Source: an optimization exercise on an open RTL-to-GDS flow (aim: small area, a short achievable clock period and few clock cycles). Production flows keep margins and buffers that such runs may drop. Where RTL was checked, it was by simulation tests only, not by an equivalence proof against the original. Only the layout flow was run in run 2; the RTL was not checked for function there.

==> flow/design.v (outline; a module is shown in full before it is edited, if it fits) <==
// module bmp_reduce: 882 lines
// module bmp_reduce_enc: 135 lines
// module bmp_reduce_dec1: 63 lines
// module bmp_reduce_dec3: 63 lines
// module bmp_reduce_dec5: 63 lines
// module bmp_reduce_cadd: 9 lines
module bmp_reduce #(
    parameter MAXW = 128
) (
    input  wire       clk,
    input  wire       rst,
    input  wire       start,
    input  wire [7:0] cfg_width,      
    input  wire       cfg_bpp4,       
    input  wire [1:0] cfg_dither,     
    input  wire [6:0] cfg_bright,     
    input  wire [6:0] cfg_contrast,   
    input  wire       cfg_order,      
    input  wire       cfg_invert,     
    input  wire       in_valid,
    output wire       in_ready,
    input  wire [7:0] in_b,
    input  wire [7:0] in_g,
    input  wire [7:0] in_r,
    output reg        out_valid,
    input  wire       out_ready,
    output wire [7:0] out_data
);
  // ...
==> flow/flow/run.sh <==
#!/bin/bash
# Standard layout, but the port buffers are buf_1 cells instead of the
# buffer_ports default (clkdlybuf4s50_1), which is slower and larger.
set -euo pipefail
export BUFFER_PORTS_ARGS="-buffer_cell sky130_fd_sc_hd__buf_1"
bash standard.sh > flow_standard.log 2>&1
==> flow/standard.sh <==
#!/bin/bash
# synth_recipe.tcl (not shown) runs the flow's synth.tcl, then flattens the netlist and writes it again
# the make line also repeats each setting of config.mk as NAME=value (left out here)
make -C /OpenROAD-flow-scripts/flow DESIGN_CONFIG=/design/flow/config.mk WORK_HOME=/design/flow/orfs CLKGATE_MAP_FILE= SYNTH_SCRIPT=/design/flow/synth_recipe.tcl "${@:-finish}"
==> flow/config.mk <==
export PLATFORM = sky130hd
export DESIGN_NAME = bmp_reduce
export DESIGN_NICKNAME = bmp_reduce
export VERILOG_FILES = /design/flow/design.v
export SDC_FILE = /design/flow/constraint.sdc
export NUM_CORES = 4
export LEC_CHECK = 0
export CAP_MARGIN = 20
export CORE_MARGIN = 2
export CORE_UTILIZATION = 60
export CTS_CLUSTER_DIAMETER = 110
export CTS_CLUSTER_SIZE = 32
export SLEW_MARGIN = 20
==> flow/constraint.sdc <==
create_clock -name core_clock -period 46.0 [get_ports {clk}]
set_input_delay 9.2000 -clock core_clock [delete_from_list [all_inputs] [get_ports {clk}]]
set_output_delay 9.2000 -clock core_clock [all_outputs]
set_load 0.01 [all_outputs]
==> run notes, run 1 <==
Top Metal Used=met4; flip-flop and latch count=1070; top cell category=registers; Non-clk invs=388; largest net degree at the start of global routing=52; cell taking the most area after synthesis=dfxtp_1; placed cell areas=42400 sq um; Non-clock buffers=82; Tightest Hold Check Type=reg -> reg; synth unique cells=122; clock-pin slew on the worst setup and hold paths=0.11 ns; Final WS setup=35.62 ns; Worst Path Arrival=1.18 ns; Reg2Reg Depth=30; crit path capture=in_ready; RSZ-0062 raised after global routing=false; Synth area leaders=dfxtp_1 (48%), fa_1 (11%), ha_1 (6.7%); max-slew violation count=0; GPL Wtd Cong=0.887; Critical Path End Type=primary output; chip height=266 microns; crit path buf inv count=1; number of synthesized flops with an enable pin=73; reg2reg end=aq[1]$_SDFF_PP0_; Hold Slack=0.305 ns; Worst Tran Pin Value=1.09 ns; largest family of logic cells by synthesized area=adder cells; vias in the first global route=24700; Mapped Nets=4042; Yosys top cell area share=0.483; fillcell total=5273; fraction of the mapped netlist area in simple logic gates=0.0825; status=timing/DRC/antenna clean; fin crit share=0.226; number of synthesized register bits=1070; Post-synth ARST share=0; Cell Area, Synth=41300 sq um; all-layer global routing usage=0.227; most common cell in the netlist=dfxtp_1
Testbench counts, summed over its fixed seeds: cycles 30,096.
==> module bmp_reduce_cadd, before the edit <==
module bmp_reduce_cadd (
    input  wire [7:0] v,
    input  wire       neg,
    input  wire [5:0] mag,
    output wire [7:0] r
);
    wire [8:0] s = {1'b0, v} + ({3'b0, mag} ^ {9{neg}}) + {8'd0, neg};
    assign r = s[8] ? {8{!neg}} : s[7:0];
endmodule
==> inputs of run 2 (changes only) <==
--- a/flow/design.v
+++ b/flow/design.v
@@ -36,76 +36,64 @@
             contrast <= cfg_contrast;
             order    <= cfg_order;
             invert   <= cfg_invert;
         end
     end
     wire [7:0] wm1    = width - 8'd1;
     wire       fsmode = !bpp4 && dither[0];
     reg        in_ready_r;
-    reg        va;           
-    reg        da;           
-    reg        pr;           
     reg  [7:0] xi;           
     reg  [6:0] g;            
-    reg  [1:0] zl;           
+    reg  [1:0] z;            
     assign in_ready = in_ready_r;
     wire accept = in_valid && in_ready_r;
     wire pop    = out_valid && out_ready;
-    wire [7:0] xi_nx  = (xi == wm1) ? 8'd0 : xi + 8'd1;
-    wire [7:0] xc     = va ? xi_nx : xi;                  
-    wire [7:0] xc_nx  = (xc == wm1) ? 8'd0 : xc + 8'd1;
-    wire       dn0    = (xc == wm1) || (bpp4 ? xc[0] : &xc[2:0]);
-    wire       dn1    = (xc_nx == wm1) || (bpp4 ? xc_nx[0] : &xc_nx[2:0]);
-    wire [2:0] zc     = {1'b0, zl} + {2'b0, da} - {2'b0, pr};    
-    wire [2:0] c0  = zc + {2'b0, dn0};
-    wire [2:0] c1  = c0 + {2'b0, dn1};
-    wire ok00 = (c0 <= 3'd3);
-    wire ok01 = (c0 <= 3'd4);
-    wire ok10 = (c1 <= 3'd3);
-    wire ok11 = (c1 <= 3'd4);
-    wire [6:0] gn = va ? 7'd1 : ({1'b0, g} >= wm1) ? 7'd1 : g + 7'd1;
-    wire g_wrap   = ({1'b0, gn} >= wm1);
+    wire       last_in = (xi == wm1);
+    wire       done_in = bpp4 ? (xi[0] || last_in) : (&xi[2:0] || last_in);
+    wire [7:0] xi_inc  = xi + 8'd1;
+    wire       done_nx = last_in ? (wm1 == 8'd0)
+                       : bpp4 ? (xi_inc[0] || xi_inc == wm1)
+                              : (&xi_inc[2:0] || xi_inc == wm1);
+    wire [2:0] s0 = {1'b0, z} + {2'b0, done_in};
+    wire [2:0] s1 = s0 + {2'b0, done_nx};
+    wire ok_a0 = pop ? (s0 <= 3'd4) : (s0 <= 3'd3);
+    wire ok_a1 = pop ? (s1 <= 3'd4) : (s1 <= 3'd3);
+    wire space_ok = accept ? ok_a1 : ok_a0;
+    wire g_wrap   = ({1'b0, g} >= wm1);
     wire w_small  = (wm1[7:1] == 7'd0);
-    wire ph0 = !fsmode || (!w_small && g_wrap) || w_small;    
-    wire ph1 = !fsmode || !w_small;                           
-    wire rdy_a0 = ph0 && (out_ready && out_valid ? ok01 : ok00);
-    wire rdy_a1 = ph1 && (out_ready && out_valid ? ok11 : ok10);
+    wire phase_ok = !fsmode || (w_small ? !accept : (accept || g_wrap));
     always @(posedge clk) begin
         if (rst) begin
             in_ready_r <= 1'b0;
-            va         <= 1'b0;
-            da         <= 1'b0;
-            pr         <= 1'b0;
-            zl         <= 2'd0;
+            z          <= 2'd0;
         end else begin
-            in_ready_r <= start || (accept ? rdy_a1 : rdy_a0);
-            va         <= accept;
-            da         <= accept && dn0;
-            pr         <= pop;
-            zl         <= zc[1:0];
+            in_ready_r <= start || (phase_ok && space_ok);
+            z          <= z + {1'b0, accept && done_in} - {1'b0, pop};
         end
     end
     always @(posedge clk) begin
         if (start) begin
             xi <= 8'd0;
             g  <= 7'h7f;
         end else begin
-            if (va)
-                xi <= xi_nx;
-            g <= gn;
+            if (accept)
+                xi <= last_in ? 8'd0 : xi_inc;
+            g <= (accept || g_wrap) ? 7'd1 : g + 7'd1;
         end
     end
-    reg vb, ve, v2;
+    reg va, vb, ve, v2;
     always @(posedge clk) begin
         if (rst) begin
+            va <= 1'b0;
             vb <= 1'b0;
             ve <= 1'b0;
             v2 <= 1'b0;
         end else begin
+            va <= accept;
             vb <= va;
             ve <= vb && !bpp4;
             v2 <= ve;
         end
     end
     reg [7:0] ra, ga, ba;
     always @(posedge clk) begin
         ra <= in_r;
@@ -837,51 +825,39 @@
         end
     end
     always @(posedge clk) begin
         if (proc)
             acc <= packed_byte;
     end
     wire       push = proc && byte_done;
     wire [7:0] pd   = packed_byte ^ {8{invert}};
-    reg  [7:0] q0, s0, s1;
-    reg        k1, k2;
-    reg        rp, wp;
+    reg  [1:0] n;
+    reg  [7:0] q0, q1, q2;
     assign out_data = q0;
-    wire       take    = out_ready || !out_valid;      
-    wire [7:0] s_rd    = rp ? s1 : s0;
     always @(posedge clk) begin
-        if (take)
-            q0 <= k1 ? s_rd : pd;
-        if (push && !wp)
-            s0 <= pd;
-        if (push && wp)
-            s1 <= pd;
+        if (pop ? (n >= 2'd2) : 1'b0)
+            q0 <= q1;
+        else if (pop || n == 2'd0)
+            q0 <= pd;
+        if (pop ? (n == 2'd3) : 1'b0)
+            q1 <= q2;
+        else if (pop ? (n == 2'd2) : (n == 2'd1))
+            q1 <= pd;
+        if (pop ? (n == 2'd3) : (n == 2'd2))
+            q2 <= pd;
     end
-    wire k_in_t  = push && k1;         
-    wire k_in_h  = push;               
+    wire [1:0] n_next = n + {1'b0, push} - {1'b0, pop};
     always @(posedge clk) begin
         if (rst) begin
+            n         <= 2'd0;
             out_valid <= 1'b0;
-            k1        <= 1'b0;
-            k2        <= 1'b0;
-            rp        <= 1'b0;
-            wp        <= 1'b0;
         end else begin
-            if (take) begin
-                out_valid <= k1 || push;
-                k1 <= k2 || k_in_t;
-                k2 <= k2 && k_in_t;
-                rp <= rp ^ k1;
-                wp <= wp ^ k_in_t;
-            end else begin
-                k1 <= k1 || k_in_h;
-                k2 <= k2 || (k1 && k_in_h);
-                wp <= wp ^ k_in_h;
-            end
+            n         <= n_next;
+            out_valid <= (n_next != 2'd0);
         end
     end
 endmodule
 module bmp_reduce_enc (input wire [6:0] m, output reg [5:0] c);
     always @(*) begin
         case (m)
             7'd0: c = 6'd0;
             7'd1: c = 6'd0;
@@ -1205,11 +1181,12 @@
     end
 endmodule
 module bmp_reduce_cadd (
     input  wire [7:0] v,
     input  wire       neg,
     input  wire [5:0] mag,
     output wire [7:0] r
 );
-    wire [8:0] s = {1'b0, v} + ({3'b0, mag} ^ {9{neg}}) + {8'd0, neg};
-    assign r = s[8] ? {8{!neg}} : s[7:0];
+    wire [8:0] dif = {1'b0, v} - {3'b0, mag};
+    wire [8:0] sum = {1'b0, v} + {3'b0, mag};
+    assign r = neg ? (dif[8] ? 8'd0 : dif[7:0]) : (sum[8] ? 8'd255 : sum[7:0]);
 endmodule
==> flow/flow/run.sh (replaced) <==
#!/bin/bash
# Standard layout, but the port buffers are buf_2 cells instead of the
# buffer_ports default (clkdlybuf4s50_1), which is slower and larger.
set -euo pipefail
export BUFFER_PORTS_ARGS="-buffer_cell sky130_fd_sc_hd__buf_2"
bash standard.sh > flow_standard.log 2>&1
==> flow/config.mk (replaced) <==
export PLATFORM = sky130hd
export DESIGN_NAME = bmp_reduce
export DESIGN_NICKNAME = bmp_reduce
export VERILOG_FILES = /design/flow/design.v
export SDC_FILE = /design/flow/constraint.sdc
export NUM_CORES = 4
export LEC_CHECK = 0
export CAP_MARGIN = 20
export CORE_MARGIN = 2
export CORE_UTILIZATION = 60
export CTS_CLUSTER_DIAMETER = 80
export CTS_CLUSTER_SIZE = 30
export SLEW_MARGIN = 20
==> run 2 against run 1 <==
Compared with the run above:
- core utilization up 0.48 points
- register-to-register slack better by 0.16 ns
- clock skew down 0.023 ns
- largest cell class unchanged
- setup slack worse by 0.12 ns
- routed wire length up 4.2%
- critical path depth up 5
- synthesized area down 0.10%
- design area up 0.75%
- synthesized cell count up 2.4%
- via count up 3.7%
==> run notes, run 2 <==
Detail Route Antenna Nets=0; via count=24800; drt first pass iters=5; clock latency (worst-skew pair)=0.65 ns; htree depth=2; GPL Wtd Cong=0.890 (+0.44%); largest reg by FF count=ring; Clock Skews=0.0488 ns; Largest register FFs=882; status=timing/DRC/antenna clean; CTS Sinks=1066; all-layer global routing usage=0.236 (+0.00975); synth unique cells=104 (-15%); Setup WS pre-CTS=34.83 ns; first-pass GRT wire length=135 mm; Worst Tran Pin Value=1.04 ns (-0.0449 ns); number of synthesized flops with an enable pin=73 (unchanged); Final Instance Area=44000 sq um; Iter 0 DRT Violations=1617; Top Registers=ring x882, tq x13; Post-synth ARST share=0 (unchanged); DR WL met3=2.96 mm; max-slew violation count=0 (unchanged); CP Launch Point=out_ready; Yosys top cell area share=0.481 (-0.00144); maximum clock rate=95.2 MHz; Area Growth Syn to Fin=6.44%; Worst Path Arrival=10.90 ns (+9.72 ns); chip height=266 microns (about the same); Port Buffer Count=65; main flop type after synthesis=dfxtp_1; Post-DP HPWL=58.9 mm; largest net degree at the start of global routing=50 (-3.8%); count of placed standard cells including taps=4483; CTS Buffer Depth=3; vias in the first global route=25900 (+4.9%); Post-Syn Instances=3626; Slew Limit Headroom=0.298; most frequent cells in the layout=dfxtp_1 (992), inv_1 (420), fa_1 (228), ha_1 (226), nand2_1 (215); DRT Wirelength=81.9 mm; CTS tree=built; Req. time, crit path=46.40 ns; hold path startpoint=ring[65][2]$_DFF_P_; RSZ-0062 raised after global routing=false; commonest non-fill, non-tap cell in the layout=dfxtp_1; met2 wire length=38.9 mm; reg2reg end=aq[5]$_SDFF_PP0_; DR vias/cell=5.46; DR WL/cell=18.0 microns; clock-pin slew on the worst setup and hold paths=0.11 ns (about the same); initial antenna violation count=1; share of layout cells above drive strength 1=0.0739; final core occ=0.643; Final WS setup=35.50 ns (-0.124 ns); critical path class=in -> reg; setup bufs post-CTS=0; fillcell total=5307 (+0.64%); Residual DRC=0; beginning of the worst register-to-register path=contrast[0]$_DFFE_PP_; core region area=68300 sq um; Synth area leaders=dfxtp_1 (48%), fa_1 (11%), ha_1 (6.8%); hold buffers post-CTS=0; fin crit share=0.228 (+0.00270); Max Cap Viol=0; post-route minimum period=10.50 ns; Cell Area, Synth=41300 sq um (-0.10%); Mapped Avg Cell Area=11.4 sq um; worst hold path depth=0; Die Wd=266 microns; Reg2Reg Depth=32 (+6.7%); Synth warnings=6; I/O Pins=66; register area share after synthesis=0.534; Critical Path End Type=flop; cell taking the most area after synthesis=dfxtp_1; placed cell areas=42400 sq um (+0.18%); Routed met1 length=38.6 mm; post-CTS sizing=0; most common cell in the netlist=dfxtp_1; Top Metal Used=met4; CTS Buf Count=47; CP max FO=10; Hold Slack=0.323 ns (+0.0188 ns); Tightest Hold Check Type=reg -> reg; # nets final=4160; setup_tns=0 ns; Cell Rows=96; root buffer cell=clkbuf_16; Non-Filler Instances=4553; number of synthesized register bits=1066 (-0.37%); Worst Hold End=ring[66][2]$_DFF_P_; die area=70900 sq um; Final Hold Fails=0; critical path launch point type=input pin; R2R Setup Slk=36.87 ns; most frequent cells after synthesis=dfxtp_1 (993), inv_1 (420), fa_1 (228), ha_1 (226), nand2_1 (215); Initial Util=0.604; # setup viols final=0; Mapped Nets=4136 (+2.3%); total grt overflow=0
-- run 2: cell families (layout without fill, tap and decap cells) --
logic type / count (synthesis) / after routing / share of synthesized area
buffers and inverters: 532 / 575 / 0.0497
AO/OA/AOI/OAI: 650 / 650 / 0.104
AND/OR/NAND/NOR: 713 / 713 / 0.0826
flip-flops: 1066 / 1066 / 0.534
other: 0 / 2 / 0
adder cells (fa/ha/maj): 458 / 458 / 0.180
multiplexers: 87 / 87 / 0.0234
XOR/XNOR: 120 / 120 / 0.0254
-- run 2: how the worst max path moves through the flow --
stage / slack, ns / end
3_3_place_gp: 34.94 / q1[4]$_DFFE_PP_
6_report: 35.50 / q1[6]$_DFFE_PP_
4_1_cts: 35.52 / q1[6]$_DFFE_PP_
2_1_floorplan: 35.36 / q1[1]$_DFFE_PP_
3_5_place_dp: 34.83 / q1[6]$_DFFE_PP_
5_1_grt: 35.35 / q1[7]$_DFFE_PP_
-- run 2: area by class of cell --
type / instances / area (sq um) / share of cell area
Clock buffer: 52 / 1190 / 0.0272
Clock inverter: 16 / 323 / 0.00734
Timing Repair Buffer: 83 / 460 / 0.0105
Inverter: 424 / 1590 / 0.0362
Antenna cell: 2 / 5.00 / 0.000114
Tap cell: 882 / 1100 / 0.0251
Multi-Input combinational cell: 2028 / 17200 / 0.391
Sequential cell: 1066 / 22100 / 0.502
-- run 2: routing by layer --
layer,vias up,GRT usage
li1,12000,-
met3,102,0.0228
met5,-,0
met2,505,0.401
met4,0,0.0545
met1,12200,0.329
-- run 2: critical path, cell delays in order --
cell	delay (ns)
buf_2	0.09
nand2_1	0.13
inv_1	0.22
nand2_1	0.24
nor2_1	0.62
mux2_2	0.41

-- separate check: timing with driven ports --
In the flow no input, the clock included, has a driving cell. The finished layouts below were timed again as built, in two steps.
Step 1 (the two cells are an assumption about what drives the block):
set clk [get_ports {clk}]
set_driving_cell -lib_cell sky130_fd_sc_hd__clkbuf_16 $clk
set_driving_cell -lib_cell sky130_fd_sc_hd__buf_2 [delete_from_list [all_inputs] $clk]
Step 2 moves the port delays by t, midway between the first and last clock arrival at a register: inputs arrive t later, outputs are due t later. That takes back most of the time a late clock gives input paths.
Three values: ideal ports, drivers, drivers and shift; two values: the first two.
run	t, ns	setup slack, ns	worst hold slack (ns)	worst slew at a driven data input, ns
run 1	0.677	35.620 / 35.553 / 35.274	0.305 / 0.305 / 0.305	0.07
run 2	0.692	35.496 / 35.528 / 34.847	0.323 / 0.323 / 0.323	0.11
After both steps setup and hold are still met in every run listed. The setup slack of run 2, which loses most, moves by +0.032 ns with the drivers and by -0.649 ns with both steps.
